This is an optimization exercise on Yosys and OpenROAD, whose aim is small area and a short achievable clock period, not a production implementation. In this exercise RTL edits were held to simulation tests only and were not proved equivalent to the original.

==> flow/design.v (excerpt) <==
module ebd_mfc (
    input  wire        clk,
    input  wire        rst,
    output wire        adc_req,
    output wire [1:0]  adc_ch,
    input  wire        adc_done,
    input  wire [9:0]  adc_data,
    input  wire        btn_a,
    input  wire        btn_b,
    output wire [15:0] duty_out,
    output wire        load_en,
    output wire        fan_en,
    output wire        led,
    output wire        frame_valid,
    input  wire        disp_ack,
    input  wire        host_valid,
    input  wire        host_we,
    input  wire [3:0]  host_addr,
    input  wire [31:0] host_wdata,
    output reg  [31:0] host_rdata
);
Settings: LEC_CHECK=0, CAP_MARGIN=20, CORE_MARGIN=2, CORE_UTILIZATION=60, CTS_BUF_LIST=sky130_fd_sc_hd__clkbuf_4 sky130_fd_sc_hd__clkbuf_8, PLACE_DENSITY=0.75, SLEW_MARGIN=20; clock period 70.0 ns.
standard.sh (not shown) runs the stock make flow with config.mk's settings and CLKGATE_MAP_FILE= SYNTH_SCRIPT=/design/flow/synth_recipe.tcl, a recipe that flattens the netlist after the stock synthesis.
==> flow/flow/run.sh <==
#!/bin/bash
# The standard layout (the standard.sh, standard synthesis unchanged), with
# two changes to how it is made:
#  - the port buffers are buf_4 cells instead of the delay buffer buffer_ports
#    picks by default;
#  - the timing repair steps aim for a setup slack margin, so that they size
#    and buffer the longest paths instead of stopping at the 70 ns period.
# The constraints (constraint.sdc, the 70 ns clock) are the standard flow's, unchanged.
set -euo pipefail
export SETUP_SLACK_MARGIN=54.8
export BUFFER_PORTS_ARGS="-buffer_cell sky130_fd_sc_hd__buf_4"
bash standard.sh > standard.log 2>&1
The starting point went through all stages and came out clean.
Edit:
--- a/flow/flow/run.sh
+++ b/flow/flow/run.sh
@@ -3,3 +3,3 @@
 # two changes to how it is made:
-#  - the port buffers are buf_4 cells instead of the delay buffer buffer_ports
+#  - the port buffers are buf_2 cells instead of the delay buffer buffer_ports
 #    picks by default;
@@ -10,3 +10,3 @@
 export SETUP_SLACK_MARGIN=54.8
-export BUFFER_PORTS_ARGS="-buffer_cell sky130_fd_sc_hd__buf_4"
+export BUFFER_PORTS_ARGS="-buffer_cell sky130_fd_sc_hd__buf_2"
 bash standard.sh > standard.log 2>&1
--- a/flow/config.mk
+++ b/flow/config.mk
@@ -7,7 +7,8 @@
 export LEC_CHECK = 0
-export CAP_MARGIN = 20
+export CAP_MARGIN = 10
 export CORE_MARGIN = 2
 export CORE_UTILIZATION = 60
-export CTS_BUF_LIST = sky130_fd_sc_hd__clkbuf_4 sky130_fd_sc_hd__clkbuf_8
+export CTS_CLUSTER_DIAMETER = 60
+export CTS_CLUSTER_SIZE = 30
 export PLACE_DENSITY = 0.75
-export SLEW_MARGIN = 20
+export SLEW_MARGIN = 10
What happened: The new run ran to the end with no violations. Wire length fell slightly. Global-route usage fell by 0.74 points. Maximum frequency barely changes.
Edit:
--- a/flow/config.mk
+++ b/flow/config.mk
@@ -7,8 +7,8 @@
 export LEC_CHECK = 0
-export CAP_MARGIN = 10
+export CAP_MARGIN = 20
 export CORE_MARGIN = 2
-export CORE_UTILIZATION = 60
+export CORE_UTILIZATION = 70
 export CTS_CLUSTER_DIAMETER = 60
 export CTS_CLUSTER_SIZE = 30
-export PLACE_DENSITY = 0.75
-export SLEW_MARGIN = 10
+export PLACE_DENSITY = 0.85
+export SLEW_MARGIN = 20
Effect:
- The new run finished with timing, DRC and antenna clean
- synthesized cell count does not change
- worst setup slack stays flat
- wire length climbs by 6.0%
- register-to-register slack improves by 0.28 ns
- global-route usage goes up by 7.2 points
- critical path depth does not change
- final area is lower by 0.52%
Edit:
--- a/flow/config.mk
+++ b/flow/config.mk
@@ -9,6 +9,6 @@
 export CORE_MARGIN = 2
-export CORE_UTILIZATION = 70
+export CORE_UTILIZATION = 60
 export CTS_CLUSTER_DIAMETER = 60
 export CTS_CLUSTER_SIZE = 30
-export PLACE_DENSITY = 0.85
+export PLACE_DENSITY = 0.75
 export SLEW_MARGIN = 20
Via count fell by 5.3%.
Setup slack is about the same.
Global-route usage falls by 7.2 points.
Sequential share of layout area drops by 0.25 points.
Routed wire length decreases by 5.6%.
Non-clock buffer count went up by 6.
Area after synthesis does not change.
Edit:
--- a/flow/flow/run.sh
+++ b/flow/flow/run.sh
@@ -9,3 +9,3 @@
 set -euo pipefail
-export SETUP_SLACK_MARGIN=54.8
+export SETUP_SLACK_MARGIN=55.1
 export BUFFER_PORTS_ARGS="-buffer_cell sky130_fd_sc_hd__buf_2"
The new run produced a clean layout.
Synthesized cell count is unchanged.
Cell area grows by 3.9%.
Clock skew drops by 0.0086 ns.
Via count climbs by 3.5%.
Wire length goes up by 1.4%.
Sequential cell count is unchanged.
Global-route usage fell by 0.11 points.
Synthesized area does not change.

## maple
ebd_mfc, a different RTL version from the one above (not shown whole).
For scale: roughly 610 flip-flops, about 110 I/O pins, ~0.036 mm^2 of cells after synthesis.
## ebd_mfc
module ebd_mfc (
    input  wire        clk,
    input  wire        rst,
    output wire        adc_req,
    output wire [1:0]  adc_ch,
    input  wire        adc_done,
    input  wire [9:0]  adc_data,
    input  wire        btn_a,
    input  wire        btn_b,
    output wire [15:0] duty_out,
    output wire        load_en,
    output wire        fan_en,
    output wire        led,
    output wire        frame_valid,
    input  wire        disp_ack,
    input  wire        host_valid,
    input  wire        host_we,
    input  wire [3:0]  host_addr,
    input  wire [31:0] host_wdata,
    output reg  [31:0] host_rdata
);
==> flow/config.mk <==
export PLATFORM = sky130hd
export DESIGN_NAME = ebd_mfc
export DESIGN_NICKNAME = ebd_mfc
export VERILOG_FILES = /design/flow/design.v
export SDC_FILE = /design/flow/constraint.sdc
export NUM_CORES = 4
export LEC_CHECK = 0
export CAP_MARGIN = 20
export CORE_MARGIN = 2
export CORE_UTILIZATION = 60
export PLACE_DENSITY = 0.75
export SLEW_MARGIN = 20
==> flow/constraint.sdc <==
create_clock -name core_clock -period 70.0 [get_ports {clk}]
set_input_delay 14.0000 -clock core_clock [delete_from_list [all_inputs] [get_ports {clk}]]
set_output_delay 14.0000 -clock core_clock [all_outputs]
set_load 0.01 [all_outputs]
==> flow/flow/run.sh <==
#!/bin/bash
# The standard layout (the standard.sh, standard synthesis unchanged), with
# two changes to how it is made:
#  - the port buffers are buf_4 cells instead of the delay buffer buffer_ports
#    picks by default;
#  - the timing repair steps aim for a setup slack margin, so that they size
#    and buffer the longest paths instead of stopping at the 70 ns period.
# The constraints (constraint.sdc, the 70 ns clock) are the standard flow's, unchanged.
set -euo pipefail
export SETUP_SLACK_MARGIN=54.8
export BUFFER_PORTS_ARGS="-buffer_cell sky130_fd_sc_hd__buf_4"
bash standard.sh > standard.log 2>&1
The final layout from maple, which completed every stage, passed the timing, design-rule and antenna checks at the end of the flow.
[inputs] birch vs maple
Settings: clearing PLACE_DENSITY, which used to be 0.75; swapping 60 for 40 in CORE_UTILIZATION.
Notes after the runs:
- The number of multi-input combinational cells in the layout on birch is in line with that on maple.
- Sort birch and maple by final core utilization desc -> top: maple
- host_addr[0] as the origin of the worst setup path was reported by maple, and host_rdata[2] by birch.

== fjord ==
RTL: one of the versions met above, not the one the previous note started from.
For scale: ~3300 cells after synthesis, about 610 flip-flops, ~110 I/O pins.
Design ebd_mfc, start of the top module:
module ebd_mfc (
    input  wire        clk,
    input  wire        rst,
    output wire        adc_req,
    output wire [1:0]  adc_ch,
    input  wire        adc_done,
    input  wire [9:0]  adc_data,
    input  wire        btn_a,
    input  wire        btn_b,
    output wire [15:0] duty_out,
    output wire        load_en,
    output wire        fan_en,
    output wire        led,
    output wire        frame_valid,
    input  wire        disp_ack,
    input  wire        host_valid,
    input  wire        host_we,
    input  wire [3:0]  host_addr,
    input  wire [31:0] host_wdata,
    output reg  [31:0] host_rdata
);
==> flow/config.mk <==
export PLATFORM = sky130hd
export DESIGN_NAME = ebd_mfc
export DESIGN_NICKNAME = ebd_mfc
export VERILOG_FILES = /design/flow/design.v
export SDC_FILE = /design/flow/constraint.sdc
export NUM_CORES = 4
export LEC_CHECK = 0
export CAP_MARGIN = 20
export CORE_MARGIN = 2
export CORE_UTILIZATION = 60
export CTS_CLUSTER_DIAMETER = 60
export CTS_CLUSTER_SIZE = 30
export PLACE_DENSITY = 0.75
export SLEW_MARGIN = 20
==> flow/constraint.sdc <==
create_clock -name core_clock -period 70.0 [get_ports {clk}]
set_input_delay 14.0000 -clock core_clock [delete_from_list [all_inputs] [get_ports {clk}]]
set_output_delay 14.0000 -clock core_clock [all_outputs]
set_load 0.01 [all_outputs]
Scripts as last shown in full above: flow/flow/run.sh
Setup changes, fjord to nickel
Settings: clearing PLACE_DENSITY, which used to be 0.75; clearing CTS_CLUSTER_SIZE, which used to be 30; clearing CTS_CLUSTER_DIAMETER, which used to be 60; swapping 60 for 40 in CORE_UTILIZATION.
==> comparison <==
Master of the slowest instance on the critical path: sky130_fd_sc_hd__dfxtp_1 -> fjord, sky130_fd_sc_hd__dfxtp_4 -> nickel. nickel vs fjord, sequential share of cell area went down by 1.2 points. Between nickel and fjord, the difference in worst slack on hold paths is negligible. Diff fjord -> nickel: routed wire length decreased by 2.4% relative to the old numbers; initial standard-cell utilization of the core decreased by 21 points relative to the old numbers; global routing met3 resource utilization decreased by 0.91 points relative to the old numbers; clock skew increased by 0.027 ns relative to the old numbers.

-- re-timing with driven ports --
No port has a modelled driver above. Below, the same layouts with a new extraction and two added sets of constraints.
Step 1: set_driving_cell puts a clkbuf_16 on clk and a buf_2 on each other input, an assumption about the parent block.
Step 2 times the ports against the registers' clock, not the clock port: input delays grow and output delays shrink by t, the midpoint of the rising clock arrivals with the driver on.
a / b / c = no drivers / after step 1 / after step 2; a / b = the first two.
run	t, ns	slack for setup (ns)	clock arrival spread, ns
the first run of note 1	0.751	54.776 / 54.719 / 54.092	0.060 / 0.060
the second run of note 1	0.653	54.811 / 54.748 / 54.204	0.057 / 0.057
the third run of note 1	0.660	54.810 / 54.747 / 54.211	0.038 / 0.038
the fourth run of note 1	0.653	54.811 / 54.748 / 54.204	0.057 / 0.057
the fifth run of note 1	0.646	54.896 / 54.828 / 54.296	0.048 / 0.048
maple	0.682	54.791 / 54.744 / 54.124	0.062 / 0.062
birch	0.679	54.814 / 54.750 / 54.139	0.083 / 0.083
fjord	0.661	54.818 / 54.752 / 54.197	0.031 / 0.031
nickel	0.678	54.822 / 54.757 / 54.190	0.058 / 0.058
After both steps every run listed still meets setup and hold. For the first run of note 1, which loses most, drivers alone change the setup slack by -0.057 ns; drivers and shift together by -0.684 ns.
